Source: an optimization exercise on an open RTL-to-GDS flow (aim: small area, a short achievable clock period and few clock cycles). Production flows keep margins and buffers that such runs may drop. Function not checked in this run: the RTL went through the layout flow alone.

File: run.sh
#!/bin/bash
# synth_recipe.tcl (not shown) runs the flow's synth.tcl, then flattens the netlist and writes it again
# the make line also repeats each setting of config.mk as NAME=value (left out here)
make -C /OpenROAD-flow-scripts/flow DESIGN_CONFIG=/design/flow/config.mk WORK_HOME=/design/flow/orfs CLKGATE_MAP_FILE= SYNTH_SCRIPT=/design/flow/synth_recipe.tcl finish
File: config.mk
export PLATFORM = sky130hd
export DESIGN_NAME = mte_top
export DESIGN_NICKNAME = mte_top
export VERILOG_FILES = /design/flow/design.v
export SDC_FILE = /design/flow/constraint.sdc
export NUM_CORES = 4
export LEC_CHECK = 0
export CAP_MARGIN = 20
export CORE_MARGIN = 2
export CORE_UTILIZATION = 40
export SLEW_MARGIN = 20
File: constraint.sdc
create_clock -name core_clock -period 55.0 [get_ports {clk}]
set_input_delay 11.0000 -clock core_clock [delete_from_list [all_inputs] [get_ports {clk}]]
set_output_delay 11.0000 -clock core_clock [all_outputs]
set_load 0.01 [all_outputs]
File: design.v
module mte_top (
    input  wire        clk,
    input  wire        rst,         
    input  wire        tick_en,     
    input  wire        clk_rdy,     
    input  wire        req_valid,
    output wire        req_ready,
    input  wire [47:0] req_word,
    output reg         rsp_valid,
    output reg  [2:0]  rsp_code,
    output reg  [31:0] rsp_data
);
    localparam [2:0] R_OK    = 3'd0, R_CFG  = 3'd1, R_HWI   = 3'd2, R_NOTI = 3'd3,
                     R_INTEG = 3'd4, R_BUS  = 3'd5, R_PROTO = 3'd6;
    localparam [2:0] E_IDLE = 3'd0, E_LO2 = 3'd1, E_WD1 = 3'd2, E_WD2 = 3'd3,
                     E_SL1  = 3'd4, E_RESP = 3'd5;
    function [22:0] div16;
        input [6:0]  r;
        input [15:0] x;
        reg   [6:0]  rr;
        reg   [7:0]  t;
        reg   [15:0] q;
        integer k;
        begin
            rr = r;
            for (k = 15; k >= 0; k = k - 1) begin
                t    = {rr, x[k]};
                q[k] = t >= 8'd125;
                rr   = q[k] ? t - 8'd125 : t[6:0];
            end
            div16 = {rr, q};
        end
    endfunction
    reg        run;
    reg [31:0] fin;
    reg [12:0] tsf;         
    reg        inexact;
    reg [12:0] pd;          
    reg        rx;          
    reg [3:0]  fcnt;
    reg        dvalid;      
    reg [31:0] cnt;
    reg        ovfp;
    reg [31:0] wrap;
    reg        wsat;
    reg        ovr;
    reg        pv0, pv1, pf0, pf1;
    reg [31:0] sw0, sw1, sc0, sc1;
    reg [22:0] qwr;
    reg [6:0]  r7r;
    reg [31:0] mslo;
    reg [6:0]  wkr;
    reg        l_ok, c_hi, c_lo, cport;
    reg        dsrc;        
    reg        dlo;         
    reg        dpend;       
    reg [2:0]  est;
    reg        ready_r;
    assign req_ready = ready_r;
    wire        acc   = req_valid & ready_r;
    wire        t_wr  = req_word[47];
    wire [1:0]  t_sz  = req_word[46:45];
    wire        t_rsv = req_word[44];
    wire [11:0] t_off = req_word[43:32];
    wire [31:0] t_dat = req_word[31:0];
    wire [3:0]  t_pg  = t_off[11:8];
    wire [2:0]  t_port = t_off[7:5];
    wire [4:0]  t_preg = t_off[4:0];
    wire [7:0]  t_greg = t_off[7:0];
    wire fmt_ok   = !t_rsv && t_sz == 2'd2 && t_off[1:0] == 2'd0;
    wire g_map    = t_pg == 4'd0 && t_greg <= 8'h1C;
    wire p_map    = t_pg == 4'd1 && t_port < 3'd2 && t_preg <= 5'h14;
    wire p        = t_port[0];
    wire g_cmd  = g_map && t_greg[4:2] == 3'd0;
    wire g_fin  = g_map && t_greg[4:2] == 3'd2;
    wire g_cnt  = g_map && t_greg[4:2] == 3'd6;
    wire g_wrap = g_map && t_greg[4:2] == 3'd7;
    wire q_req  = p_map && t_preg[4:2] == 3'd0;
    wire q_stat = p_map && t_preg[4:2] == 3'd1;
    wire wr_ok  = g_cmd | g_fin | q_req | g_cnt | g_wrap;
    wire rd_ok  = (g_map & !g_cmd) | (p_map & !q_req);
    wire legal  = fmt_ok && (g_map || p_map) && (t_wr ? wr_ok : rd_ok);
    wire pv = p ? pv1 : pv0;
    wire pf = p ? pf1 : pf0;
    wire cfg_bad = tsf == 13'd0;    
    wire op_init  = acc && legal && t_wr && g_cmd && t_dat == 32'd1;
    wire op_shut  = acc && legal && t_wr && g_cmd && t_dat == 32'd2;
    wire init_ok  = op_init && !run && !cfg_bad && clk_rdy;
    wire op_fin   = acc && legal && t_wr && g_fin;
    wire op_snap  = acc && legal && t_wr && q_req && run;
    wire op_wcnt  = acc && legal && t_wr && g_cnt && run;
    wire op_wwrap = acc && legal && t_wr && g_wrap && run;
    wire ms_rd    = acc && legal && !t_wr && p_map && t_preg[4:3] == 2'b10 && run && pv && !pf;
    wire ms_lo_rd = ms_rd && !t_preg[2];
    wire ms_hit   = cport == p && (t_preg[2] ? c_hi : (c_lo | est == E_LO2));
    wire ms_miss  = ms_rd && !ms_hit;
    wire [31:0] swc = cport ? sw1 : sw0;
    wire [31:0] scc = cport ? sc1 : sc0;
    wire [31:0] wsrc = dsrc ? swc : wrap;
    reg  [6:0]  d_r;
    reg  [15:0] d_x;
    always @(*) begin
        case (est)
            E_LO2:   begin d_r = wkr; d_x = scc[18:3]; end
            E_WD1:   begin d_r = 7'd0; d_x = {3'd0, wsrc[31:19]}; end
            E_WD2:   begin d_r = r7r; d_x = wsrc[18:3]; end
            E_SL1:   begin d_r = r7r; d_x = {swc[2:0], scc[31:19]}; end
            default: begin d_r = r7r; d_x = {wrap[2:0], cnt[31:19]}; end
        endcase
    end
    wire [22:0] d_o = div16(d_r, d_x);
    wire [6:0]  d_ro = d_o[22:16];
    wire [15:0] d_q  = d_o[15:0];
    reg [2:0]  nx_code;
    reg [31:0] nx_data;
    always @(*) begin
        nx_code = R_OK;
        nx_data = 32'd0;
        if (!legal) begin
            nx_code = R_BUS;
        end else if (t_wr) begin
            if (g_cmd) begin
                if (t_dat == 32'd1) begin
                    if (run)           nx_code = R_PROTO;
                    else if (cfg_bad)  nx_code = R_CFG;
                    else if (!clk_rdy) nx_code = R_HWI;
                end else if (t_dat != 32'd2) begin
                    nx_code = R_PROTO;
                end
            end else if (q_req | g_cnt | g_wrap) begin
                if (!run) nx_code = R_NOTI;
            end
        end else if (g_map) begin
            case (t_greg[4:2])
                3'd1: nx_data = {26'd0, inexact & run, ovr, wsat, ovfp, clk_rdy, run};
                3'd2: nx_data = fin;
                3'd3: nx_data = {19'd0, run ? tsf : 13'd0};
                3'd5: nx_data = {31'd0, run};
                3'd6: nx_data = cnt;
                3'd7: nx_data = wrap;
                default: nx_data = 32'd0;
            endcase
        end else if (q_stat) begin
            nx_data = {29'd0, pf, pv, 1'b0};
        end else begin
            if (!run)     nx_code = R_NOTI;
            else if (pf)  nx_code = R_INTEG;
            else if (!pv) nx_code = R_PROTO;
            else begin
                case (t_preg[4:2])
                    3'd2: nx_data = p ? sc1 : sc0;
                    3'd3: nx_data = p ? sw1 : sw0;
                    3'd4: nx_data = c_lo ? mslo : {mslo[31:16], d_q};
                    default: nx_data = {9'd0, qwr};
                endcase
            end
        end
    end
    always @(posedge clk) begin
        if (rst) begin
            rsp_valid <= 1'b0;
            rsp_code  <= 3'd0;
        end else if (est == E_RESP) begin
            rsp_valid <= 1'b1;
            rsp_code  <= R_OK;
        end else begin
            rsp_valid <= acc & !ms_miss;
            rsp_code  <= nx_code;
        end
        if (est == E_RESP)
            rsp_data <= dlo ? mslo : {9'd0, qwr};
        else
            rsp_data <= (nx_code == R_OK) ? nx_data : 32'd0;
    end
    wire clk_step = run && clk_rdy && tick_en;
    wire pd_one   = pd == 13'd1;
    wire tick     = clk_step && pd_one;
    wire cnt_ones = &cnt;
    wire wrap_ev  = tick && cnt_ones;
    wire acc_step = run && ovfp;
    wire w_change = acc_step | op_wwrap | init_ok | op_shut;
    wire [14:0] f_t   = {rx, pd, tsf[12]};
    wire        f_ge  = f_t >= 15'd15625;
    wire [14:0] f_s   = f_t - 15'd15625;
    wire [13:0] f_r   = f_ge ? f_s[13:0] : f_t[13:0];
    wire        f_busy = !run && !dvalid;
    reg [2:0] est_n;
    reg       l_ok_n;
    always @(*) begin
        est_n  = est;
        l_ok_n = l_ok & !w_change;
        case (est)
            E_IDLE, E_LO2: est_n = l_ok_n ? E_IDLE : E_WD1;
            E_WD1:   est_n = (!dsrc && w_change) ? E_WD1 : E_WD2;
            E_WD2:   est_n = (!dsrc && w_change) ? E_WD1 :
                             dsrc ? (dlo ? E_SL1 : E_RESP) : E_IDLE;
            E_SL1:   est_n = E_LO2;
            E_RESP:  est_n = l_ok_n ? E_IDLE : E_WD1;
            default: est_n = E_IDLE;
        endcase
        if (est == E_LO2 && dsrc)           
            est_n = E_RESP;
        if (est == E_WD2 && !dsrc && !w_change)
            l_ok_n = 1'b1;
        if (est == E_WD1 && dsrc)            
            l_ok_n = 1'b0;
        if (op_snap)
            est_n = (est == E_IDLE) ? E_LO2 : (l_ok_n ? E_IDLE : E_WD1);
        if (ms_miss)
            est_n = (ms_lo_rd && cport == p && c_hi) ? E_SL1 : E_WD1;
        if (rst) begin
            est_n  = E_WD1;
            l_ok_n = 1'b0;
        end
    end
    wire run_n    = rst ? 1'b0 : init_ok ? 1'b1 : op_shut ? 1'b0 : run;
    wire dpend_n  = !rst && (ms_miss || (dpend && est != E_RESP));
    wire dvalid_n = rst ? 1'b1 : op_fin ? 1'b0 : (f_busy && fcnt == 4'd13) ? 1'b1 : dvalid;
    integer i;
    always @(posedge clk) begin
        est     <= est_n;
        l_ok    <= l_ok_n;
        ready_r <= l_ok_n && (est_n == E_IDLE || est_n == E_LO2) && !dpend_n && (run_n || dvalid_n);
        dpend   <= dpend_n;
        if (rst) begin
            run <= 1'b0; fin <= 32'd0; tsf <= 13'd0; inexact <= 1'b0;
            cnt <= 32'd0; ovfp <= 1'b0; wrap <= 32'd0;
            wsat <= 1'b0; ovr <= 1'b0; fcnt <= 4'd0; dvalid <= 1'b1;
            pv0 <= 1'b0; pv1 <= 1'b0; pf0 <= 1'b0; pf1 <= 1'b0;
            c_hi <= 1'b0; c_lo <= 1'b0; dsrc <= 1'b0;
        end else begin
            if (f_busy) begin
                if (fcnt == 4'd0) begin
                    {rx, pd} <= {1'b0, fin[31:19]};
                    tsf      <= fin[18:6];
                    fcnt     <= 4'd1;
                end else begin
                    {rx, pd} <= f_r;
                    tsf      <= {tsf[11:0], f_ge};
                    if (fcnt == 4'd13) begin
                        inexact <= f_r != 14'd0 || fin[5:0] != 6'd0;
                        fcnt    <= 4'd0;
                    end else begin
                        fcnt <= fcnt + 4'd1;
                    end
                end
            end
            dvalid <= dvalid_n;
            if (clk_step)
                pd <= pd_one ? tsf : pd - 13'd1;
            if (tick)
                cnt <= cnt + 32'd1;
            if (wrap_ev) begin
                if (ovfp) ovr <= 1'b1;
                ovfp <= 1'b1;
            end
            if (acc_step) begin
                if (wrap == 32'hFFFFFFFF) wsat <= 1'b1;
                else                      wrap <= wrap + 32'd1;
                if (!wrap_ev) ovfp <= 1'b0;
            end
            if (op_fin)   begin fin <= t_dat; fcnt <= 4'd0; end
            if (op_wcnt)  cnt  <= t_dat;
            if (op_wwrap) wrap <= t_dat;
            if (op_snap) begin
                if (p) begin
                    sw1 <= wrap; sc1 <= cnt; pf1 <= wsat | ovr; pv1 <= !(wsat | ovr);
                end else begin
                    sw0 <= wrap; sc0 <= cnt; pf0 <= wsat | ovr; pv0 <= !(wsat | ovr);
                end
            end
            if (init_ok) begin
                run <= 1'b1;
                pd  <= tsf;
                cnt <= 32'd0;
            end
            if (op_shut)
                run <= 1'b0;
            if (init_ok || op_shut) begin
                ovfp <= 1'b0; wrap <= 32'd0; wsat <= 1'b0; ovr <= 1'b0;
                pv0 <= 1'b0; pv1 <= 1'b0; pf0 <= 1'b0; pf1 <= 1'b0;
            end
            case (est)
                E_LO2: begin mslo[15:0] <= d_q; c_lo <= 1'b1; end
                E_WD1: begin r7r <= d_ro; qwr[22:16] <= d_q[6:0]; c_hi <= 1'b0; end
                E_WD2: begin r7r <= d_ro; qwr[15:0] <= d_q; c_hi <= dsrc; end
                E_SL1: begin wkr <= d_ro; mslo[31:16] <= d_q; end
                default: ;
            endcase
            if (op_snap) begin
                cport <= p;
                c_hi  <= 1'b1;
                c_lo  <= 1'b0;
                dsrc  <= 1'b0;
                if (est == E_IDLE) begin
                    wkr   <= d_ro;
                    mslo[31:16] <= d_q;
                end
            end
            if (ms_miss) begin
                cport <= p;
                dsrc  <= 1'b1;
                dlo   <= ms_lo_rd;
                c_lo  <= 1'b0;
                if (!(cport == p && c_hi)) c_hi <= 1'b0;
            end
            if (est == E_RESP || (est == E_WD2 && !dsrc))
                dsrc <= 1'b0;
            if (init_ok || op_shut) begin
                c_hi <= 1'b0; c_lo <= 1'b0;
            end
        end
    end
endmodule
==> results.sh <==
export IMPL_outcome="complete, no violations"
export IMPL_ctsHtreeMaxLevel=2
export IMPL_design_core_area_um2=63200
export IMPL_chipWidth_um=257
export IMPL_cts_buffer_depth=3
export IMPL_hold_path_class="register to register"
export IMPL_nets=2948
export IMPL_syn_area_per_cell_um2=9.05
export IMPL_crit_path_frequent_cell="ha_1"
export IMPL_synth_area_leaders="edfxtp_1 25%, dfxtp_1 13%, mux2i_1 5.6%"
export IMPL_synth_commonest_cells="303 x nand2_1, 279 x nor2_1, 213 x edfxtp_1"
export IMPL_ys_seq_area_share_pct=38.1
export IMPL_min_period_over_period_pct=44.1
export IMPL_drive_gt1_share_pct=10.7
export IMPL_tritoncts="yes"
export IMPL_holdWs_ps=467
export IMPL_worstMarginPinSlew_ps=1160
export IMPL_cts_made_buffers=46
export IMPL_drc_errors=0
export IMPL_clock_sinks=381
export IMPL_grt_ovfl_total=0
export IMPL_critPathKind="register to register"
export IMPL_drt_iter0_drc=2526
export IMPL_cts_root_buffer="clkbuf_16"
export IMPL_dr_total_vias=23590
export IMPL_num_rows=92
export IMPL_syn_cell_area_um2=25600
export IMPL_ios=90
export IMPL_synth_distinct_cells=141
export IMPL_first_global_vias=22488
export IMPL_die_area_um2=66000
export IMPL_track_usage_pct=28.2
export IMPL_area_growth_pct=13.3
export IMPL_routed_wl_um=95500
export IMPL_slew_violations=0
export IMPL_rsz0062_at_grt="false"
export IMPL_place_congestion=0.942
export IMPL_synth_fp_nets=2923
export IMPL_first_pass_iters=6
export IMPL_initial_core_util_pct=40.5
export IMPL_synthCells=2828
export IMPL_timing_rr_start="est[1]"
export IMPL_antenna_found_initial=0
export IMPL_worstSetupStartpointType="register"
export IMPL_synth_seq_cells=381
export IMPL_postCtsSetupBuffers=0
export IMPL_slew_headroom_pct=21.8
export IMPL_ant_nets=0
export IMPL_cts_hold_buf=0
export IMPL_grt_max_degree=68
export IMPL_wire_per_inst_um=25.6
export IMPL_ys_flop_type="edfxtp_1"
export IMPL_required_ps=55320
export IMPL_r2r_cells=95
export IMPL_maxCapViolations=0
export IMPL_clk_pin_slew_ps=60
export IMPL_io_buffers=89
export IMPL_setup_violations=0
export IMPL_n_antenna_cell=0
export IMPL_hpwl_um=71100
export IMPL_cp_startpoint="est[1]"
export IMPL_r2r_end="wkr[1]"
export IMPL_synth_top_area_share_pct=25.0
export IMPL_hold_viol=0
export IMPL_cp_data_arrival_time_ps=24580
export IMPL_yosys_warnings=1
export IMPL_fmax_mhz=41.2
export IMPL_worstSetupEndpoint="wkr[1]"
export IMPL_avgViaCountPerCell=6.31
export IMPL_slowest_stage="dfxtp_2"
export IMPL_skew_ps=37.4
export IMPL_fin_tns_setup_ps=0
export IMPL_period_minus_slack_ps=24260
export IMPL_end_kind="register"
export IMPL_insertion_delay_ps=610
export IMPL_cts_resized=0
export IMPL_fillers=6033
export IMPL_grt_pass1_wl_um=143000
export IMPL_die_h_um=257
export IMPL_r2r_slack_ps=30740
export IMPL_async_flop_share_pct=0
export IMPL_critPathMaxStageDelay_ps=740
export IMPL_yosysMostFrequentCell="nand2_1"
export IMPL_synth_edf_count=213
export IMPL_crit_fanout=35
export IMPL_netlist_top_cell_by_area="edfxtp_1"
-- metrics by stage --
stage / setup WS, ps / cells / instance area, µm² / utilization, %
global placement: 31840 / 3651 / 27300 / 43.3
CTS: 30610 / 3736 / 29000 / 45.9
floorplan: 34680 / 2828 / 25600 / -
detailed placement: 30720 / 3651 / 27300 / 43.3
global route: 28890 / 3736 / 29000 / 45.9
finish: 30740 / 3736 / 29000 / 45.9
-- registers in the layout, summed over array words and instances, names as in the netlist, 3 cells and up --
register,count
est,3
mslo,32
sc1,32
qwr,23
pd,13
rsp_data,32
sw1,32
r7r,7
wkr,7
cnt,32
wrap,32
sw0,32
rsp_code,3
tsf,13
sc0,32
fcnt,4
fin,32
-- placed cells by master (no fill, tap or decap), drive strengths merged, types with 42 or more instances in the layout --
cell           instances
buf                   62
xor2                  77
clkdlybuf4s50         85
nor2                 283
nor3                  55
xnor2                 54
nand3                 67
nand2                303
and3                  52
clkbuf                62
a211oi               107
ha                    42
dfxtp                168
a21oi                186
inv                   86
nand4                 42
o22ai                 70
mux2i                148
edfxtp               213
o21ai                123
-- kinds of logic (layout without fill, tap and decap cells) --
kind of cell,after synthesis,after routing,share of synthesized area [%]
DFF,381,381,38.1
muxes,193,193,8.53
adders and majority gates,42,42,2.05
AOI/OAI and AO/OA,825,825,23.6
xor gates and xnor gates,131,131,4.54
buffers and inverters,256,318,4.03
and+or+nand+nor,1000,1000,19.2
-- cell type report --
type | count | area [µm²] | share of cell area [%]
clock inverter | 23 | 309 | 1.07
tap | 846 | 1060 | 3.65
timing repair buffer | 147 | 1310 | 4.52
clock buffer | 62 | 1330 | 4.60
sequential | 381 | 9760 | 33.7
multi-input combinational | 2191 | 14900 | 51.4
inverter | 86 | 327 | 1.13
-- worst min-delay path by stage --
stage | start | depth (start not counted) | to
2_1_floorplan | cnt[19] | 0 | sc0[19]
3_3_place_gp | dpend | 2 | dpend
3_5_place_dp | dpend | 2 | dpend
4_1_cts | dpend | 2 | dpend
5_1_grt | dpend | 2 | dpend
6_report | dpend | 2 | dpend
-- critical path, delay by kind of cell, from the launching register on --
kind	cells	cell delay, ps
AO/OA/AOI/OAI	28	8430
XOR/XNOR	15	4590
adder cells (fa/ha/maj)	16	4840
buffers and inverters	15	1930
flip-flops	1	740
AND/OR/NAND/NOR	21	3430
-- metal layers --
layer	GRT usage, %	wire length, µm	up-vias
met4	11.6	3950	0
met1	38.7	41100	11542
met2	44.7	43400	1081
li1	-	-	10793
met3	3.81	7060	174
met5	0	0	-

[what the ideal ports hide]
In the flow no input, the clock included, has a driving cell. The finished layout below was timed again as built, in two steps. Step 1: set_driving_cell puts a clkbuf_16 on clk and a buf_2 on each other input, an assumption about the parent block. Step 2 times the ports against the registers' clock, not the clock port: input delays grow and output delays shrink by t, the midpoint of the rising clock arrivals with the driver on. Slacks: ideal ports / drivers / drivers and shift; pairs: ideal ports / drivers.
t, ns: 0.650
slack for setup (ns): 30.740 / 30.740 / 30.740
worst setup path at the end: register to register
latest minus earliest clock arrival (ns): 0.038 / 0.038
cell pins on the clock port's net: 1
After both steps this run still meets setup and hold. The setup slack of this run moves by 0.000 ns with the drivers and by 0.000 ns with both steps.
